This design comes from an exercise in tuning for small area, a short achievable clock period and few clock cycles on the open sky130 flow, not from production work.
At most, simulation tests tie the RTL to the original design; equivalence was not proved.
Power figures rest on the tool's default switching activity, not on a simulated workload.

## cv_repack
module cv_repack (
    input  wire        clk,
    input  wire        rst,
    input  wire        cmd_valid,
    output wire        cmd_ready,
    input  wire [5:0]  cmd_old_w,
    input  wire [5:0]  cmd_new_w,
    input  wire [8:0]  cmd_count,
    input  wire        in_valid,
    output wire        in_ready,
    input  wire [31:0] in_data,
    output wire        out_valid,
    input  wire        out_ready,
    output wire [31:0] out_data,
    output reg         done_valid,
    output reg  [5:0]  done_bits,
    output reg         done_err
);
    function [31:0] low_mask;
        input [5:0] w;
        begin
            if (w >= 6'd32)
                low_mask = 32'hffff_ffff;
            else
                low_mask = (32'd1 << w) - 32'd1;
        end
    endfunction
    function [5:0] bits_needed;
        input [31:0] v;
        integer k;
        begin
            bits_needed = 6'd0;
            for (k = 0; k < 32; k = k + 1)
                if (v[k])
                    bits_needed = k[5:0] + 6'd1;
        end
    endfunction
    reg  [5:0]  ow, nw;
    reg  [8:0]  ecnt;          
    reg         busy;          
    reg         finp;          
    reg         fz;            
    reg         dpend;         
    reg         lastq;         
    reg  [31:0] b0, b1, b2;
    reg  [2:0]  wr, rw;        
    reg  [1:0]  cnt;
    reg  [4:0]  rp;
    reg  [5:0]  sp;            
    reg  [1:0]  lead;          
    reg  [2:0]  cr;            
    reg  [31:0] val_or;
    reg         ev;
    reg  [31:0] e;
    reg  [4:0]  e_wp;
    reg         e_cpl, e_last, e_fl;
    reg  [4:0]  wpr;           
    reg  [31:0] wacc;
    reg  [31:0] obuf;
    reg         ov;
    reg         fl;            
    reg         crdy;          
    assign cmd_ready = crdy;
    wire   accept    = cmd_valid && crdy;
    assign in_ready  = (cr != 3'd0) && (cnt != 2'd3);
    wire   load      = in_valid && in_ready;
    assign out_valid = ov;
    assign out_data  = obuf;
    wire   pop       = ov && out_ready;
    wire   ofree     = !ov || out_ready;
    wire [6:0]  s     = {2'b0, rp} + {1'b0, ow};        
    reg  [5:0]  lim;           
    reg         last;          
    wire        avail = busy && (lim[5] || cnt[1] || (cnt[0] && ({1'b0, rp} <= lim)));
    wire [2:0]  rw1   = {rw[1:0], rw[2]};
  ...
Settings: LEC_CHECK=0, ABC_AREA=0, CAP_MARGIN=20, CORE_MARGIN=2, CORE_UTILIZATION=40, CTS_CLUSTER_DIAMETER=80, CTS_CLUSTER_SIZE=24, PLACE_DENSITY=0.6, SETUP_SLACK_MARGIN=5, SLEW_MARGIN=20; clock period 8.0 ns.
run.sh (not shown) runs the stock make flow with config.mk's settings and CLKGATE_MAP_FILE= SYNTH_SCRIPT=/design/flow/synth_recipe.tcl, a recipe that flattens the netlist after the stock synthesis.
The baseline went through all stages and came out clean.
Testbench counts at the start, summed over its fixed seeds: cycles 37,273.
Next try:
--- a/flow/config.mk
+++ b/flow/config.mk
@@ -11 +11 @@
-export CORE_UTILIZATION = 40
+export CORE_UTILIZATION = 55
@@ -14,2 +14,2 @@
-export PLACE_DENSITY = 0.6
-export SETUP_SLACK_MARGIN = 5
+export PLACE_DENSITY = 0.7
+export SETUP_SLACK_MARGIN = 4.8
Effect: Fmax fell by 7.1%. Hold slack is better by 0.011 ns. Synthesized area is unchanged. Critical path depth rose by 1. Final cell count fell by 8.2%. Sequential power hardly moves. Worst setup slack is worse by 0.23 ns. Design area fell by 4.4%.
Next try:
--- a/flow/config.mk
+++ b/flow/config.mk
@@ -11 +11 @@
-export CORE_UTILIZATION = 55
+export CORE_UTILIZATION = 40
@@ -14 +14 @@
-export PLACE_DENSITY = 0.7
+export PLACE_DENSITY = 0.6
Outcome: Setup slack improved by 0.064 ns; sequential share of layout area goes down by 0.77 points; clock power grows by 20%; cell area grows by 2.0%.
Next try:
==> flow/flow/run.sh (new file) <==
#!/bin/bash
set -o pipefail
export BUFFER_PORTS_ARGS="-buffer_cell sky130_fd_sc_hd__buf_1"
export SETUP_SLACK_MARGIN=5.4
bash standard.sh > standard.log 2>&1
==> flow/standard.sh (new file) <==
#!/bin/bash
# synth_recipe.tcl (not shown) runs the flow's synth.tcl, then flattens the netlist and writes it again
# the make line also repeats each setting of config.mk as NAME=value (left out here)
make -C /OpenROAD-flow-scripts/flow DESIGN_CONFIG=/design/flow/config.mk WORK_HOME=/design/flow/orfs CLKGATE_MAP_FILE= SYNTH_SCRIPT=/design/flow/synth_recipe.tcl "${@:-finish}"
--- a/flow/config.mk
+++ b/flow/config.mk
@@ -15 +14,0 @@
-export SETUP_SLACK_MARGIN = 4.8
removed: flow/run.sh
Effect: Cell area went up by 15%; cell count grows by 6.6%; die area is unchanged; total power grows by 16%; setup slack gains 0.12 ns; sequential share of layout area goes down by 4.8 points; clock-buffer cell count rose by 6; first-iteration DRC count rose by 22%; routed wire length is higher by 15%; clock skew fell by 0.0032 ns.

========
Another version of the RTL of cv_repack (not shown whole).
Size in the first run: ~2700 cells after synthesis, about 280 flip-flops, about 100 I/O pins, about 20000 µm² of cells after synthesis.
clock: 8.0 ns
lec_check: 0
abc_area: 1
cap_margin: 20
core_margin: 2
core_utilization: 40
place_density: 0.6
setup_slack_margin: 4.5
slew_margin: 20
Stock flow here: none of the scripts above is used.
Then changed:
Settings changed: ABC_AREA 1 to 0, ABC_CLOCK_PERIOD_IN_PS set to 3000.
Result: The changed run passed the timing, DRC and antenna checks. Via count shrinks by roughly a tenth. Worst hold slack improves by 0.0078 ns. Worst setup slack gets better by 0.60 ns. Final area goes down by a few percent. Core utilization fell by 2.3 points.
No run of this note included a check of the RTL's function; only the layout flow was run.

========
== north ==
cv_repack, a different RTL version from the one above (not shown whole).
Size: ~100 I/O pins, ~0.019 mm^2 of cells after synthesis.
clock: 8.0 ns
lec_check: 0
abc_area: 0
cap_margin: 20
core_margin: 2
core_utilization: 40
cts_cluster_diameter: 80
cts_cluster_size: 24
place_density: 0.6
setup_slack_margin: 4.5
slew_margin: 20
Testbench counts of north, summed over its fixed seeds: cycles 37,273.
Here is what was changed in the inputs of south compared with north.
# north
export LEC_CHECK = 0
export ABC_AREA = 0
export CAP_MARGIN = 20
export CORE_MARGIN = 2
export CORE_UTILIZATION = 40
export CTS_CLUSTER_DIAMETER = 80
export CTS_CLUSTER_SIZE = 24
export PLACE_DENSITY = 0.6
export SETUP_SLACK_MARGIN = 4.5
export SLEW_MARGIN = 20
create_clock -name core_clock -period 8.0 [get_ports {clk}]
# south
export LEC_CHECK = 0
export ABC_AREA = 0
export ABC_CLOCK_PERIOD_IN_PS = 3000
export CAP_MARGIN = 20
export CORE_MARGIN = 2
export CORE_UTILIZATION = 40
export PLACE_DENSITY = 0.6
export SETUP_SLACK_MARGIN = 5
export SLEW_MARGIN = 20
create_clock -name core_clock -period 8.0 [get_ports {clk}]
Results
- south went all the way through the flow, and no timing, DRC or antenna check failed.
- Going from north to south, the net switching share of the total power was found to have gone down by 1.6 points.
- Taking north as the reference, in south total routed wirelength now sits higher; leakage power summed over all cells now sits higher.
- Taking north as the reference, in south synthesized area divided by synthesized cell count did not really move; met1 demand-to-capacity share in global routing moved up; total number of cells along the worst setup path climbed 2; layout cell share with drive strength beyond 1 rose by 9.9 points; fraction of the core area covered by cells at the end of the flow went up.
- Changes observed in south relative to north: pin count of the biggest net entering global routing rose by about 1.6%, worst-case register-to-register setup slack moved up.
Input changes introduced in east (baseline for comparison: south):
# south
export LEC_CHECK = 0
export ABC_AREA = 0
export ABC_CLOCK_PERIOD_IN_PS = 3000
export CAP_MARGIN = 20
export CORE_MARGIN = 2
export CORE_UTILIZATION = 40
export PLACE_DENSITY = 0.6
export SETUP_SLACK_MARGIN = 5
export SLEW_MARGIN = 20
create_clock -name core_clock -period 8.0 [get_ports {clk}]
# east
export LEC_CHECK = 0
export ABC_AREA = 0
export ABC_CLOCK_PERIOD_IN_PS = 3000
export CAP_MARGIN = 20
export CORE_MARGIN = 2
export CORE_UTILIZATION = 40
export PLACE_DENSITY = 0.6
export SETUP_SLACK_MARGIN = 4.5
export SLEW_MARGIN = 20
create_clock -name core_clock -period 8.0 [get_ports {clk}]
==> notes.md <==
- east: no failed stages, no open violations at the end
- Between east and south, the overall die area does not differ in any meaningful way.
- Compared with south, east shows worst hold margin higher by 3.7 ps.
- Compared with south, east is the less power-hungry design.
- Diff south -> east: time the worst path needs with I/O delays and setup saw an increase, clock slew seen by the registers of the worst setup and hold paths shows no meaningful change.
The following lists how west was set up differently from east:
# east
export LEC_CHECK = 0
export ABC_AREA = 0
export ABC_CLOCK_PERIOD_IN_PS = 3000
export CAP_MARGIN = 20
export CORE_MARGIN = 2
export CORE_UTILIZATION = 40
export PLACE_DENSITY = 0.6
export SETUP_SLACK_MARGIN = 4.5
export SLEW_MARGIN = 20
create_clock -name core_clock -period 8.0 [get_ports {clk}]
# west
export LEC_CHECK = 0
export ABC_AREA = 0
export ABC_CLOCK_PERIOD_IN_PS = 3000
export CAP_MARGIN = 20
export CORE_MARGIN = 2
export CORE_UTILIZATION = 40
export PLACE_DENSITY = 0.6
export SETUP_SLACK_MARGIN = 5
export SLEW_MARGIN = 20
export TNS_END_PERCENT = 0
create_clock -name core_clock -period 8.0 [get_ports {clk}]
### Flow results
- Comparing west and east, utilization after layout is higher on west.
- Looking at critical path depth, west sits 3 higher than east does.
- For east, the launch point of the worst path was rw[0], unlike west, where it was nw[3].
- Max minimum period implied by the final worst setup slack across west and east: east
- Per the final summary, west finished and its layout is clean on timing, DRC and antenna.
- Both conditions hold for east: the flow ran to the end and the final layout passed the timing, DRC and antenna checks.
- Of west and east, the higher tightest hold margin belongs to east.

==> separate check: timing with driven ports <==
No port has a modelled driver above. Below, the same layouts with a new extraction and two added sets of constraints.
Step 1, drivers: a clkbuf_16 drives clk and a buf_2 each remaining input, both assumed.
Step 2 adds t to the input delays and takes it off the output delays; t is the mean of the earliest and latest rising clock arrival at the registers after step 1. Input paths then give back, and output paths get back, about the clock's delay inside the block.
Slacks: no drivers / after step 1 / after step 2; pairs: no drivers / after step 1.
run | t (ns) | setup WS [ns] | hold slack, ns | worst setup path at the end
the first run of note 1 | 0.631 | 5.003 / 4.981 / 4.388 | 0.464 / 0.464 / 0.464 | input to register
the second run of note 1 | 0.589 | 4.773 / 4.773 / 4.252 | 0.474 / 0.474 / 0.474 | input to register
the third run of note 1 | 0.617 | 4.837 / 4.837 / 4.347 | 0.470 / 0.470 / 0.470 | input to register
the fourth run of note 1 | 0.631 | 4.953 / 4.976 / 4.345 | 0.460 / 0.460 / 0.460 | input to register
the first run of note 2 | 0.647 | 3.967 / 3.967 / 3.967 | 0.461 / 0.461 / 0.461 | register to register
the second run of note 2 | 0.596 | 4.565 / 4.594 / 3.998 | 0.469 / 0.469 / 0.469 | input to register
north | 0.593 | 4.545 / 4.545 / 4.107 | 0.496 / 0.496 / 0.496 | input to register
south | 0.609 | 4.725 / 4.725 / 4.311 | 0.478 / 0.478 / 0.478 | input to register
east | 0.603 | 4.543 / 4.543 / 4.092 | 0.482 / 0.482 / 0.482 | input to register
west | 0.595 | 4.687 / 4.687 / 4.271 | 0.472 / 0.472 / 0.472 | input to register
After both steps setup and hold are still met in every run listed. The setup slack of the first run of note 1, which loses most, moves by -0.022 ns with the drivers and by -0.615 ns with both steps.
